Context: an optimization exercise on an open-source flow, tuned for small area. The choices shown serve that exercise and are no tape-out recipe. In this exercise RTL edits were held to simulation tests only and were not proved equivalent to the original. No activity file was given, so power comes from the tool's default toggle rates.

// microbit_core
module microbit_core (
    input  wire        clk,
    input  wire        rst_n,        
    input  wire        cmd_valid,
    output wire        cmd_ready,
    input  wire [31:0] cmd_data,
    input  wire [3:0]  rd_addr,
    output reg  [31:0] rd_data,
    input  wire        tick,         
    input  wire        sample,       
    input  wire [1:0]  btn_raw,      
    output wire [4:0]  row_out,      
    output wire [4:0]  col_out       
);
    localparam [2:0] PH_IDLE = 3'd0, PH_ENTRY = 3'd1, PH_MAIN = 3'd2,
                     PH_PROGRAM = 3'd3, PH_CHECK = 3'd4;
    localparam [2:0] NONE = 3'd7;
    localparam [2:0] E_NONE = 3'd0, E_CLAIMED = 3'd1, E_ILLEGAL = 3'd3,
                     E_RANGE = 3'd4, E_NOTINIT = 3'd5, E_CSDEPTH = 3'd6;
    localparam [3:0] OP_NOP = 4'h0, OP_DISP_NEW = 4'h1, OP_SHOW = 4'h2,
                     OP_IMG_CLEAR = 4'h3, OP_IMG_WRITE = 4'h4, OP_IMG_READ = 4'h5,
                     OP_IMG_SHIFT = 4'h6, OP_BTN_NEW = 4'h7, OP_BTN_WAS = 4'h8,
                     OP_BTN_IS = 4'h9, OP_CS_ENTER = 4'hA, OP_CS_EXIT = 4'hB;
    reg [199:0] stage;           
    reg [2:0]   sk;
    reg [199:0] pending;
    reg [2:0]   pk;
    reg [199:0] active;
    reg [2:0]   ak;
    reg         disp_init;
    reg [2:0]   cur_row;         
    reg [4:0]   col_on;          
    reg [2:0]   trow;            
    reg [7:0]   tb;
    reg [3:0]   tsub;
  ...
Size: about 2800 cells after synthesis, about 870 flip-flops, ~86 I/O pins.
==> flow/config.mk <==
export PLATFORM = sky130hd
export DESIGN_NAME = microbit_core
export DESIGN_NICKNAME = microbit_core
export VERILOG_FILES = /design/flow/design.v
export SDC_FILE = /design/flow/constraint.sdc
export NUM_CORES = 8
export LEC_CHECK = 0
export CAP_MARGIN = 20
export CORE_MARGIN = 2
export CORE_UTILIZATION = 75
export PLACE_DENSITY = 0.85
export SLEW_MARGIN = 20
==> flow/constraint.sdc <==
create_clock -name core_clock -period 60.0 [get_ports {clk}]
set_input_delay 12.0000 -clock core_clock [delete_from_list [all_inputs] [get_ports {clk}]]
set_output_delay 12.0000 -clock core_clock [all_outputs]
set_load 0.01 [all_outputs]
standard.sh (not shown) runs the stock make flow with config.mk's settings and CLKGATE_MAP_FILE= SYNTH_SCRIPT=/design/flow/synth_recipe.tcl, a recipe that flattens the netlist after the stock synthesis.
==> flow/flow/run.sh <==
#!/bin/bash
set -euo pipefail
W=$(pwd)
rm -rf "$W/scripts_area"
cp -r "$FLOW_HOME/scripts" "$W/scripts_area"
cp "$W/flow/abc_area_map.script" "$W/scripts_area/abc_speed.script"
bash "$W/standard.sh" SCRIPTS_DIR="$W/scripts_area" \
  "BUFFER_PORTS_ARGS=-buffer_cell sky130_fd_sc_hd__buf_1" \
  "CTS_ARGS=-sink_clustering_enable -repair_clock_nets -dont_use_dummy_load -buf_list sky130_fd_sc_hd__clkbuf_4 -sink_clustering_size 8 -sink_clustering_max_diameter 40" \
  finish > "$W/flow_make.log" 2>&1
==> flow/flow/abc_area_map.script <==
&get -n
&st
&dch
&nf -R 1000 -p -F 8
&put
The baseline went through all stages and came out clean.
Next try:
==> flow/flow/run.sh (replaced) <==
#!/bin/bash
set -euo pipefail
W=$(pwd)
rm -rf "$W/scripts_area"
cp -r "$FLOW_HOME/scripts" "$W/scripts_area"
cp "$W/flow/abc_area_map.script" "$W/scripts_area/abc_speed.script"
bash "$W/standard.sh" SCRIPTS_DIR="$W/scripts_area" \
  "BUFFER_PORTS_ARGS=-buffer_cell sky130_fd_sc_hd__buf_1" \
  "CTS_ARGS=-sink_clustering_enable -repair_clock_nets -dont_use_dummy_load -buf_list sky130_fd_sc_hd__clkbuf_4 -sink_clustering_size 10 -sink_clustering_max_diameter 45" \
  finish > "$W/flow_make.log" 2>&1
Settings changed: CORE_UTILIZATION 75 to 60, PLACE_DENSITY 0.85 to 0.7.
Result: Power came out lower by 1.1%. Cell area rises by 0.46%. Sequential power is about the same. Count of clock-buffer cells in the layout decreases by 13. Sequential share of layout area is lower by 0.23 points. Utilization goes down by 16 points. Wire length grows by 1.5%. Worst setup slack gets worse by 0.31 ns.

-- re-timing with driven ports --
How much do the figures lean on ideal ports? The routed layouts below were timed once more, with nothing changed but the port constraints.
Step 1, drivers: a clkbuf_16 drives clk and a buf_2 each remaining input, both assumed.
Step 2 times the ports against the registers' clock, not the clock port: input delays grow and output delays shrink by t, the midpoint of the rising clock arrivals with the driver on.
Slacks: ideal ports / drivers / drivers and shift; pairs: ideal ports / drivers.
run	shift t [ns]	slack for setup (ns)	hold slack, ns	slew at the worst register clock pin (ns)	pins driven straight from the clock port
the first run	0.952	34.372 / 34.345 / 34.345	0.397 / 0.397 / 0.397	0.10 / 0.10	1
the second run	0.923	34.059 / 34.035 / 34.035	0.446 / 0.446 / 0.446	0.12 / 0.12	1
After both steps every run listed still meets setup and hold. The setup slack of the first run, which loses most, moves by -0.027 ns with the drivers and by -0.027 ns with both steps.
